Source: an optimization exercise on an open RTL-to-GDS flow (aim: small area, a short achievable clock period and few clock cycles per item). Production flows keep margins and buffers that such runs may drop. Where RTL was checked, it was by simulation tests only, not by an equivalence proof against the original. Power is estimated from default activity; no workload was simulated.

==> flow/design.v <==
module gsm7_septet (
    input  wire        clk,
    input  wire        rst,           
    input  wire        cmd_valid,
    output wire        cmd_ready,
    input  wire [2:0]  cmd_op,
    input  wire [15:0] cmd_len,
    input  wire [7:0]  cmd_hdr_len,
    input  wire        in_valid,
    output wire        in_ready,
    input  wire [31:0] in_data,
    output wire        out_valid,
    input  wire        out_ready,
    output wire [7:0]  out_data,
    output wire        res_valid,
    input  wire        res_ready,
    output wire [7:0]  res_err,
    output wire [7:0]  res_count
);
    reg         busy;        
    reg         crdy;        
    reg         rv;          
    reg         irdy;        
    reg         fst;         
    reg         hbig;        
    reg         m_pack;      
    reg         m_hex;       
    reg         pre;         
    reg         more;        
    reg  [10:0] rem;         
    reg  [7:0]  cnt;         
    reg  [2:0]  hl;          
    reg         hexhi;       
    reg         skip;        
    reg  [4:0]  err;
    reg         sv;          
    reg  [7:0]  sq;          
    reg         sbad;        
    reg  [1:0]  sc;          
    reg         slo;         
    reg  [14:0] acc;         
    reg  [3:0]  k;           
    reg  [7:0]  od;          
    reg  [3:0]  lo;          
    reg         ov;          
    reg         olo;         
    function automatic [7:0] hexc(input [3:0] d);
        reg g;
        begin
            g = d[3] & (d[2] | d[1]);                    
            hexc = {1'b0, g, ~g, ~g, ~g & d[3],
                    g ? (d[2] & (d[1] | d[0])) : d[2],
                    g ? ~(d[1] ^ d[0]) : d[1],
                    d[0] ^ g};
        end
    endfunction
    wire len_big = (|cmd_len[15:11]) | (cmd_len[10] & (|cmd_len[9:0]));
    wire op_pack = (cmd_op == 3'd0);
    wire op_hdr  = (cmd_op == 3'd1);
    wire hl_big  = (|cmd_hdr_len[7:3]) | (&cmd_hdr_len[2:0]);
    wire f1      = (cmd_op[2] & cmd_op[1]) | len_big | (cmd_op == 3'd5);
    wire [4:0] e1 = (cmd_op[2] & cmd_op[1]) ? 5'h10 : len_big ? 5'h12 :
                    (cmd_op == 3'd5) ? 5'h03 : 5'h00;
    wire c_pre   = op_hdr & ~f1;
    wire c_more  = ~f1 & (|cmd_len[10:0]);
    wire r_248   = (|rem[10:8]) | ((&rem[7:3]) & (|rem[2:0]));
    wire p2      = fst & ~skip & (pre ? (hbig | r_248) : (m_pack & (|rem[10:8])));
    wire [4:0] e2 = (pre & hbig) ? 5'h17 : 5'h19;
    wire c_pack  = op_pack | op_hdr;
    wire [7:0] len7     = cmd_len[7:0] + 8'd7;
    wire [7:0] len_byte = op_hdr ? len7 : cmd_len[7:0];
    wire hl_nz   = |hl;
    wire auto_st = pre & ~hl_nz;                     
    wire pre_bit = pre & cnt[2] & cnt[1];            
    wire move    = sv & (~k[3] | slo);               
    wire sfree   = ~sv | move;
    wire done_in = ~pre & ~more & ~sv;
    wire flt   = |err;                               
    assign in_ready = irdy;
    wire fire  = in_valid & irdy;
    wire st1   = auto_st ? (skip | sfree) : fire;    
    wire sload = st1 & ~skip;                        
    wire commit = ~pre & ~m_pack & (~m_hex | hexhi);  
    wire hi24  = |in_data[31:8];
    wire c_dig = (in_data[7:4] == 4'h3) & (in_data[3:0] <= 4'h9);
    wire c_let = ~in_data[7] & in_data[6] & (in_data[4:3] == 2'b00) &
                 (in_data[2:0] != 3'd0) & (in_data[2:0] != 3'd7);
    wire [3:0] hv = {in_data[3] | in_data[6],
                     in_data[2] ^ (in_data[6] & in_data[1] & in_data[0]),
                     in_data[1] ^ (in_data[6] & in_data[0]),
                     in_data[0] ^ in_data[6]};
    wire [7:0] sx = auto_st ? 8'd0 :
                    (~pre & m_hex) ? (hexhi ? {4'd0, hv} : {hv, 4'd0}) : in_data[7:0];
    wire bad = (~pre & m_hex) ? ~(~hi24 & (c_dig | c_let)) :
               (hi24 | (~pre & m_pack & in_data[7]));
    wire [1:0] sw = pre ? {pre_bit, 1'b0} :
                    m_pack ? 2'd1 :
                    (m_hex & ~hexhi) ? 2'd3 : 2'd0;
    reg        s_fault;
    reg  [4:0] s_err;
    always @* begin
        s_fault = sbad; s_err = 5'h13;
        if (m_pack) begin
            if (sc == 2'd1) s_err = 5'h18;
        end else if (m_hex) begin
            s_err = 5'h15;
            if ((sc == 2'd3) & ~sbad & ~more) begin s_fault = 1'b1; s_err = 5'h16; end
        end
    end
    wire        k7  = &k[2:0];
    wire [14:0] ins = {7'd0, sq} << k[2:0];
    wire [14:0] tot = acc | (move ? ins : 15'd0);
    wire [3:0]  kw  = (sc == 2'd0) ? {1'b1, k[2:0]} :
                      (sc == 2'd1) ? ({1'b0, k[2:0]} + 4'd7) :
                      (sc == 2'd2) ? ({1'b0, k[2:0]} + 4'd1) : {1'b0, k[2:0]};
    wire [3:0]  kt  = move ? kw : k;
    wire hi_on  = ov & m_pack & ~olo;                
    wire ofree  = ~ov | (out_ready & ~hi_on);
    wire av_go  = (sc == 2'd0) | ((sc == 2'd1) & (|k[2:0])) | (((sc == 2'd2) | ~m_pack) & k7);
    wire av_no  = k[3] | (m_pack ? (done_in & (|k[2:0])) : k7);
    wire avail  = move ? av_go : av_no;
    wire load   = ofree & avail;
    wire left   = k[3] | (m_pack ? (|k[2:0]) : k7);      
    assign out_valid = ov;
    assign out_data  = od;
    assign res_valid = rv;
    assign res_err   = {3'd0, err};
    assign res_count = cnt;                           
    assign cmd_ready = crdy;
    wire take = ~busy & cmd_valid;
    wire pre_n  = pre & ~((pre_bit & st1) | (auto_st & skip)) & ~p2;
    wire more_n = ((fire & ~pre) ? (rem != 11'd1) : more) & ~p2;
    wire hlnz_n = (fire & pre) ? (hl != 3'd1) : hl_nz;
    wire cap_n  = sload & commit & (cnt == 8'd158);
    wire skip_n = skip | cap_n | (move & ~flt & s_fault) | p2;
    wire sv_n   = sload | (sv & ~move);
    wire slo_n  = sload ? (m_hex & hexhi) : slo;
    wire k3_n   = load ? (~m_pack & (&kt)) : kt[3];
    wire room_n = skip_n | ~sv_n | ~k3_n | slo_n;
    wire need_n = pre_n ? hlnz_n : more_n;
    always @(posedge clk) begin
        if (rst) begin
            busy <= 1'b0;
            crdy <= 1'b1;
            rv   <= 1'b0;
            ov   <= 1'b0;
            irdy <= 1'b0;
        end else if (take) begin
            busy <= 1'b1;
            crdy <= 1'b0;
            irdy <= op_hdr ? (|cmd_hdr_len[2:0]) : (|cmd_len[10:0]);
        end else if (busy) begin
            irdy <= need_n & room_n;
            if (ov & out_ready & ~hi_on)
                ov <= 1'b0;
            if (load)
                ov <= 1'b1;
            if (!rv && done_in && !left && ofree)
                rv <= 1'b1;
            if (rv && res_ready) begin
                rv   <= 1'b0;
                busy <= 1'b0;
                crdy <= 1'b1;
                irdy <= 1'b0;
            end
        end
    end
    always @(posedge clk) begin
        if (!busy) begin
            pre    <= c_pre;
            more   <= c_more;
            sv     <= 1'b0;
            fst    <= 1'b1;
            hbig   <= hl_big;
            m_pack <= c_pack;
            m_hex  <= (cmd_op == 3'd2);
            rem    <= cmd_len[10:0];
            cnt    <= 8'd0;
            hl     <= cmd_hdr_len[2:0];
            hexhi  <= 1'b0;
            skip   <= f1;
            err    <= e1;
            acc    <= {7'd0, len_byte & {8{c_pack}}};
            k      <= {c_pack, 3'd0};
        end else begin
            fst  <= 1'b0;
            if (p2) begin
                skip <= 1'b1;
                err  <= e2;
            end
            more <= more_n;
            pre  <= pre_n;
            if (sload)
                sv <= 1'b1;
            else if (move)
                sv <= 1'b0;
            if (fire & ~pre)
                rem <= rem - 11'd1;
            if (fire & pre) hl <= hl - 3'd1;
            if (m_hex & fire) hexhi <= ~hexhi;
            if (flt)
                cnt <= 8'd0;
            else if (pre ? (st1 & ~skip) : (sload & (m_pack | commit)))
                cnt <= cnt + ((~m_pack & (cnt[2:0] == 3'd6)) ? 8'd2 : 8'd1);
            if (cap_n)
                skip <= 1'b1;                           
            if (sfree) begin                            
                sq   <= sx;
                sbad <= ~auto_st & bad;
                sc  <= sw;
                slo <= m_hex & hexhi;
            end
            if (move & ~flt & s_fault) begin            
                skip <= 1'b1;
                err  <= s_err;
            end
            if (ov & out_ready & hi_on)
                olo <= 1'b1;
            if (load | (out_ready & hi_on))
                od  <= m_pack ? hexc(hi_on ? lo : tot[7:4]) : {1'b0, tot[6:0]};
            if (load) begin
                lo  <= tot[3:0];
                olo <= 1'b0;
                if (m_pack) begin
                    acc <= {8'd0, tot[14:8]};
                    k   <= kt[3] ? {1'b0, kt[2:0]} : 4'd0;
                end else begin
                    acc <= {7'd0, tot[14:7]};
                    k   <= kt - 4'd7;
                end
            end else begin
                acc <= tot;
                k   <= kt;
            end
        end
    end
endmodule
==> flow/config.mk <==
export PLATFORM = sky130hd
export DESIGN_NAME = gsm7_septet
export DESIGN_NICKNAME = gsm7_septet
export VERILOG_FILES = /design/flow/design.v
export SDC_FILE = /design/flow/constraint.sdc
export NUM_CORES = 4
export LEC_CHECK = 0
export ABC_AREA = 1
export CAP_MARGIN = 20
export CORE_MARGIN = 2
export CORE_UTILIZATION = 60
export CTS_BUF_LIST = sky130_fd_sc_hd__clkbuf_8
export SETUP_SLACK_MARGIN = 4.3
export SLEW_MARGIN = 20
==> flow/constraint.sdc <==
create_clock -name core_clock -period 7.0 [get_ports {clk}]
set_input_delay 1.4000 -clock core_clock [delete_from_list [all_inputs] [get_ports {clk}]]
set_output_delay 1.4000 -clock core_clock [all_outputs]
set_load 0.01 [all_outputs]
standard.sh (not shown) runs the stock make flow with config.mk's settings and CLKGATE_MAP_FILE= SYNTH_SCRIPT=/design/flow/synth_recipe.tcl, a recipe that flattens the netlist after the stock synthesis.
==> flow/flow/run.sh <==
#!/bin/bash
# Standard layout, with plain buffers (not delay cells) on the ports.
set -euo pipefail
export BUFFER_PORTS_ARGS="-buffer_cell sky130_fd_sc_hd__buf_1"
bash standard.sh > standard.log 2>&1
Testbench counts at the start, summed over its fixed seeds: cycles 40,152, items 28,162.
Next try:
--- a/flow/design.v
+++ b/flow/design.v
@@ -23,6 +23,9 @@
     reg         irdy;        
     reg         fst;         
     reg         hbig;        
+    reg         fbad;        
+    reg         foth;        
+    reg         lbig;        
     reg         m_pack;      
     reg         m_hex;       
     reg         pre;         
@@ -58,14 +61,11 @@
     wire op_pack = (cmd_op == 3'd0);
     wire op_hdr  = (cmd_op == 3'd1);
     wire hl_big  = (|cmd_hdr_len[7:3]) | (&cmd_hdr_len[2:0]);
-    wire f1      = (cmd_op[2] & cmd_op[1]) | len_big | (cmd_op == 3'd5);
-    wire [4:0] e1 = (cmd_op[2] & cmd_op[1]) ? 5'h10 : len_big ? 5'h12 :
-                    (cmd_op == 3'd5) ? 5'h03 : 5'h00;
-    wire c_pre   = op_hdr & ~f1;
-    wire c_more  = ~f1 & (|cmd_len[10:0]);
+    wire f1      = fbad | lbig | foth;
     wire r_248   = (|rem[10:8]) | ((&rem[7:3]) & (|rem[2:0]));
-    wire p2      = fst & ~skip & (pre ? (hbig | r_248) : (m_pack & (|rem[10:8])));
-    wire [4:0] e2 = (pre & hbig) ? 5'h17 : 5'h19;
+    wire p2      = fst & (f1 | (pre ? (hbig | r_248) : (m_pack & (|rem[10:8]))));
+    wire [4:0] e2 = fbad ? 5'h10 : lbig ? 5'h12 : foth ? 5'h03 :
+                    (pre & hbig) ? 5'h17 : 5'h19;
     wire c_pack  = op_pack | op_hdr;
     wire [7:0] len7     = cmd_len[7:0] + 8'd7;
     wire [7:0] len_byte = op_hdr ? len7 : cmd_len[7:0];
@@ -167,19 +167,22 @@
     end
     always @(posedge clk) begin
         if (!busy) begin
-            pre    <= c_pre;
-            more   <= c_more;
+            pre    <= op_hdr;
+            more   <= |cmd_len[10:0];
             sv     <= 1'b0;
             fst    <= 1'b1;
             hbig   <= hl_big;
+            fbad   <= cmd_op[2] & cmd_op[1];
+            foth   <= (cmd_op == 3'd5);
+            lbig   <= len_big;
             m_pack <= c_pack;
             m_hex  <= (cmd_op == 3'd2);
             rem    <= cmd_len[10:0];
             cnt    <= 8'd0;
             hl     <= cmd_hdr_len[2:0];
             hexhi  <= 1'b0;
-            skip   <= f1;
-            err    <= e1;
+            skip   <= 1'b0;
+            err    <= 5'h00;
             acc    <= {7'd0, len_byte & {8{c_pack}}};
             k      <= {c_pack, 3'd0};
         end else begin
Effect: The new run completed without violations; global-route usage goes down by 0.19 points; total power climbs by 2.4%; worst setup slack loses 0.0052 ns; utilization increases by 0.40 points; register-to-register slack is about the same; hold slack barely changes; routed wire length decreases by about 0.9%; cell area increases by about 1.1%.
Only the layout flow was run in the second run of this note; the RTL was not checked for function there.

==> what the ideal ports hide <==
The results above use ideal ports. As a check the final layouts listed here were re-extracted and re-timed, cells and wires unchanged.
Step 1, drivers: a clkbuf_16 drives clk and a buf_2 each remaining input, both assumed.
Step 2, shift: input delay + t, output delay - t, t = (earliest + latest rising clock arrival at the registers) / 2. This alone moves slack from input paths to output paths.
a / b / c = ideal / step 1 / step 2; a / b = the first two.
run	shift t [ns]	slack for setup (ns)	worst register clock-pin slew, ns	worst slew at a driven data input, ns	pins driven straight from the clock port
the first run	0.393	4.494 / 4.503 / 4.110	0.10 / 0.10	0.03	1
the second run	0.395	4.489 / 4.501 / 4.106	0.10 / 0.10	0.03	1
After both steps every run listed still meets setup and hold. The setup slack of the first run, which loses most, moves by +0.009 ns with the drivers and by -0.384 ns with both steps.
